This design comes from an exercise in tuning for small area, a short achievable clock period and few clock cycles on the open sky130 flow, not from production work.
Power figures rest on the tool's default switching activity, not on a simulated workload.

== try-sierra ==
==> flow/design.v <==
module c2b_rx (
    input  wire       clk,
    input  wire       rst,           
    input  wire       rx_valid,
    input  wire [8:0] rx_word,
    output wire       rx_ready,
    output wire       out_valid,
    output wire [7:0] out_data,
    output wire       out_sof,
    output wire       out_eof,
    output wire       err_crc,
    output wire       err_overrun
);
    localparam integer K  = 13;           
    localparam integer D  = 20;           
    localparam integer R  = K * D;        
    localparam integer IW = 4;            
    localparam integer PW = 5;            
    function [15:0] crc_byte;
        input [15:0] crc;
        input [7:0]  b;
        integer i;
        reg [15:0] c;
        begin
            c = crc ^ {b, 8'h00};
            for (i = 0; i < 8; i = i + 1)
                c = c[15] ? ((c << 1) ^ 16'h1021) : (c << 1);
            crc_byte = c;
        end
    endfunction
    reg  [7:0]   ring [0:R-1];
    wire [K-1:0] wen;            
    reg  [7:0]   pw;             
    genvar gi;
    generate
        for (gi = 0; gi < R; gi = gi + 1) begin : g_ring
            if ((gi % D) == 1) begin : g_tap
                always @(posedge clk)
                    ring[gi] <= wen[gi / D] ? pw : ring[gi - 1];
            end else begin : g_pass
                always @(posedge clk)
                    ring[gi] <= ring[(gi + R - 1) % R];
            end
        end
    endgenerate
    reg        rst_q;
    reg        ready_r;
    reg        ovr_r, crc_r;     
    reg        open;             
    reg  [1:0] hcnt;             
    reg  [8:0] rem;              
    reg        nl;               
    reg        r2;               
    reg        pv;               
    reg        k_t;              
    reg        k_c;              
    reg        k_g;              
    reg        k_bad;            
    reg        k_m;              
    reg        k_d;              
    reg [15:0] crc;              
    reg        at;               
    reg        ac;               
    reg        fire;             
    reg [IW-1:0] ti, ci, hi;     
    reg [PW-1:0] tp, cp, hp;     
    reg  [8:0] occ;              
    reg  [8:0] avail;            
    reg        sp, sp2;          
    reg        ov_r, sof_r, eof_r;
    reg  [7:0] od_r;
    reg  [1:0] ohdr;             
    reg  [8:0] orem;             
    wire alT    = (tp == 0);
    wire alC    = (cp == 0);
    wire alH    = (hp == 0);
    wire t_end  = (tp == D - 1);
    wire c_end  = (cp == D - 1);
    wire h_end  = (hp == D - 1);
    wire commit = at & k_g & ~k_bad;
    wire rewind = at & k_g &  k_bad;
    wire adv    = at & ~rewind;          
    wire hold   = pv & ~(at | ac);
    generate
        for (gi = 0; gi < K; gi = gi + 1) begin : g_wen
            assign wen[gi] = (at & (ti == gi)) | (ac & (ci == gi));
        end
    endgenerate
    function [IW+PW-1:0] pinc;
        input [IW-1:0] i;
        input [PW-1:0] p;
        begin
            if (p == D - 1)
                pinc = {(i == K - 1) ? {IW{1'b0}} : i + 1'b1, {PW{1'b0}}};
            else
                pinc = {i, p + 1'b1};
        end
    endfunction
    wire [IW+PW-1:0] t_inc = pinc(ti, tp);
    wire [IW+PW-1:0] c_inc = pinc(ci, cp);
    wire [IW+PW-1:0] h_inc = pinc(hi, hp);
    wire [IW+PW-1:0] n_t = adv ? {ti, tp} : rewind ? c_inc : ac ? {ci, cp} : t_inc;
    wire [IW+PW-1:0] n_c = commit ? {ti, tp} : c_inc;
    wire [IW+PW-1:0] n_h = fire ? {hi, hp} : h_inc;
    wire n_alT = adv ? alT : rewind ? c_end : ac ? alC : t_end;
    wire n_alC = commit ? alT : c_end;
    wire n_alH = fire ? alH : h_end;
    wire [8:0] occ_p = occ + 9'd1;
    wire [8:0] occ_m = occ - 9'd1;
    wire [8:0] av_p  = avail + 9'd1;
    wire [8:0] av_m  = avail - 9'd1;
    wire [8:0] n_occ = adv    ? (fire ? occ   : occ_p) :
                       ac     ? (fire ? avail : av_p)  :
                       rewind ? (fire ? av_m  : avail) :
                                (fire ? occ_m : occ);
    wire [8:0] n_avail = commit ? (fire ? occ : occ_p) : (fire ? av_m : avail);
    wire n_sp = (at | ac) ? sp2 : sp;
    wire acc_i  = rx_valid & ~rst_q & ~hold;
    wire acc    = acc_i & ~rst;
    wire mk     = rx_word[8];
    wire [7:0] b = rx_word[7:0];
    wire ovr    = ~mk & ~open;
    wire lo_ok  = (b == crc[7:0]) & (pw == crc[15:8]);
    wire n_pv   = (acc_i & ~ovr) | hold;
    wire n_kt   = acc_i ? ~(mk & open) : k_t;
    wire n_kc   = acc_i ?  (mk & open) : k_c;
    wire n_at   = n_pv & n_kt & n_alT & n_sp;
    wire n_ac   = n_pv & n_kc & n_alC & n_sp;
    integer k;
    reg [7:0] tap_rd;
    always @(*) begin
        tap_rd = 8'd0;
        for (k = 0; k < K; k = k + 1)
            tap_rd = tap_rd | (ring[k * D] & {8{hi == k}});
    end
    always @(posedge clk) begin
        rst_q   <= rst;
        ready_r <= ~rst & (rst_q | ~n_pv | n_at | n_ac);
        ovr_r   <= acc & ovr;
        crc_r   <= acc & ~mk & nl & ~lo_ok;
        if (acc_i) begin
            pw    <= b;
            k_m   <= mk;
            k_c   <= mk & open;
            k_t   <= ~(mk & open);
            k_g   <= ~mk & nl;
            k_bad <= ~lo_ok;
            k_d   <= ~mk & ~r2 & ~nl;
            if (mk) begin
                open <= 1'b1; hcnt <= 2'd1; nl <= 1'b0; r2 <= 1'b0;
            end else if (open) begin
                if (nl) begin
                    open <= 1'b0; nl <= 1'b0;
                end else if (hcnt == 2'd1) begin
                    hcnt <= 2'd2;
                end else if (hcnt == 2'd2) begin
                    hcnt <= 2'd3;
                    rem  <= {1'b0, b} + 9'd2;
                    r2   <= (b == 8'd0);
                end else begin
                    rem  <= rem - 9'd1;
                    nl   <= r2;
                    r2   <= (rem == 9'd3);
                end
            end
        end
        if ((at | ac) & (k_m | k_d))
            crc <= crc_byte(crc & {16{~k_m}}, pw);
        od_r  <= tap_rd;
        sof_r <= fire & (ohdr == 2'd0);
        eof_r <= fire & (ohdr == 2'd3) & (orem == 9'd1);
        ov_r  <= fire & ~rst & ~rst_q;
        if (fire) begin
            if (ohdr == 2'd2) begin
                orem <= {1'b0, tap_rd} + 9'd2;
            end else begin
                orem <= orem - 9'd1;
            end
        end
        if (rst_q) begin
            pv    <= 1'b0;
            at    <= 1'b0;
            ac    <= 1'b0;
            fire  <= 1'b0;
            open  <= 1'b0;
            nl    <= 1'b0;
            r2    <= 1'b0;
            hcnt  <= 2'd0;
            ti <= 0; tp <= 0; ci <= 0; cp <= 0; hi <= 0; hp <= 0;
            occ   <= 9'd0;
            avail <= 9'd0;
            sp    <= 1'b1;
            sp2   <= 1'b1;
            ohdr  <= 2'd0;
        end else begin
            pv    <= n_pv;
            at    <= n_at;
            ac    <= n_ac;
            fire  <= (n_avail != 9'd0) & n_alH;
            {ti, tp} <= n_t;
            {ci, cp} <= n_c;
            {hi, hp} <= n_h;
            occ   <= n_occ;
            avail <= n_avail;
            sp    <= (n_occ <= R - 1);
            sp2   <= (n_occ <= R - 2);
            if (fire & ((ohdr != 2'd3) | (orem == 9'd1)))
                ohdr <= ohdr + 2'd1;
        end
    end
    assign rx_ready    = ready_r;
    assign out_valid   = ov_r;
    assign out_data    = od_r;
    assign out_sof     = sof_r;
    assign out_eof     = eof_r;
    assign err_overrun = ovr_r;
    assign err_crc     = crc_r;
endmodule
==> flow/config.mk <==
export PLATFORM = sky130hd
export DESIGN_NAME = c2b_rx
export DESIGN_NICKNAME = c2b_rx
export VERILOG_FILES = /design/flow/design.v
export SDC_FILE = /design/flow/constraint.sdc
export NUM_CORES = 4
export LEC_CHECK = 0
export CAP_MARGIN = 20
export CORE_MARGIN = 2
export CORE_UTILIZATION = 65
export CTS_CLUSTER_DIAMETER = 60
export CTS_CLUSTER_SIZE = 28
export PLACE_DENSITY = 0.75
export SLEW_MARGIN = 20
==> flow/constraint.sdc <==
create_clock -name core_clock -period 9.0 [get_ports {clk}]
set_input_delay 1.8000 -clock core_clock [delete_from_list [all_inputs] [get_ports {clk}]]
set_output_delay 1.8000 -clock core_clock [all_outputs]
set_load 0.01 [all_outputs]
standard.sh (not shown) runs the stock make flow with config.mk's settings and CLKGATE_MAP_FILE= SYNTH_SCRIPT=/design/flow/synth_recipe.tcl, a recipe that flattens the netlist after the stock synthesis.
==> flow/flow/run.sh <==
#!/bin/bash
# Standard layout (the standard.sh: ORFS synthesis through finish), with
# the port buffers made of plain buffers instead of the delay cells that
# buffer_ports picks by default, timing repair aimed 6 ns below the clock
# period, and clock tree synthesis without dummy loads.
set -euo pipefail
export BUFFER_PORTS_ARGS="-buffer_cell sky130_fd_sc_hd__buf_4"
export SETUP_SLACK_MARGIN=6
export CTS_ARGS="-sink_clustering_enable -repair_clock_nets -sink_clustering_size 28 -sink_clustering_max_diameter 60 -dont_use_dummy_load"
bash standard.sh > standard.log 2>&1
### try-sierra -> try-garnet
==> flow/flow/run.sh <==
#!/bin/bash
# Standard layout (the standard.sh: ORFS synthesis through finish), with
# the port buffers made of plain buffers instead of the delay cells that
# buffer_ports picks by default, and timing repair aimed 6 ns below the
# clock period.
set -euo pipefail
export BUFFER_PORTS_ARGS="-buffer_cell sky130_fd_sc_hd__buf_4"
export SETUP_SLACK_MARGIN=6
bash standard.sh > standard.log 2>&1
### Flow results
try-garnet vs try-sierra — cell area power density rose about 2.4%. Between try-sierra and try-garnet, clock power share is higher for try-garnet, try-sierra comes in under that. Post-route worst setup slack delta for try-garnet relative to try-sierra: 4.9 ps lower.
Function was not checked in any run of this note: the RTL went through the layout flow alone.

## re-timing with driven ports
The results above use ideal ports. As a check the final layouts listed here were re-extracted and re-timed, cells and wires unchanged.
Step 1: set_driving_cell puts a clkbuf_16 on clk and a buf_2 on each other input, an assumption about the parent block.
Step 2 times the ports against the registers' clock, not the clock port: input delays grow and output delays shrink by t, the midpoint of the rising clock arrivals with the driver on.
a / b / c = ideal ports / drivers / drivers and shift; a / b = the first two.
| run | t (ns) | setup WS [ns] | slew at the worst register clock pin (ns) |
|---|---|---|---|
| try-sierra | 0.698 | 6.008 / 5.941 / 5.652 | 0.10 / 0.10 |
| try-garnet | 0.734 | 6.003 / 5.939 / 5.664 | 0.11 / 0.11 |
After both steps every run listed still meets setup and hold. The setup slack of try-sierra, which loses most, moves by -0.067 ns with the drivers and by -0.356 ns with both steps.
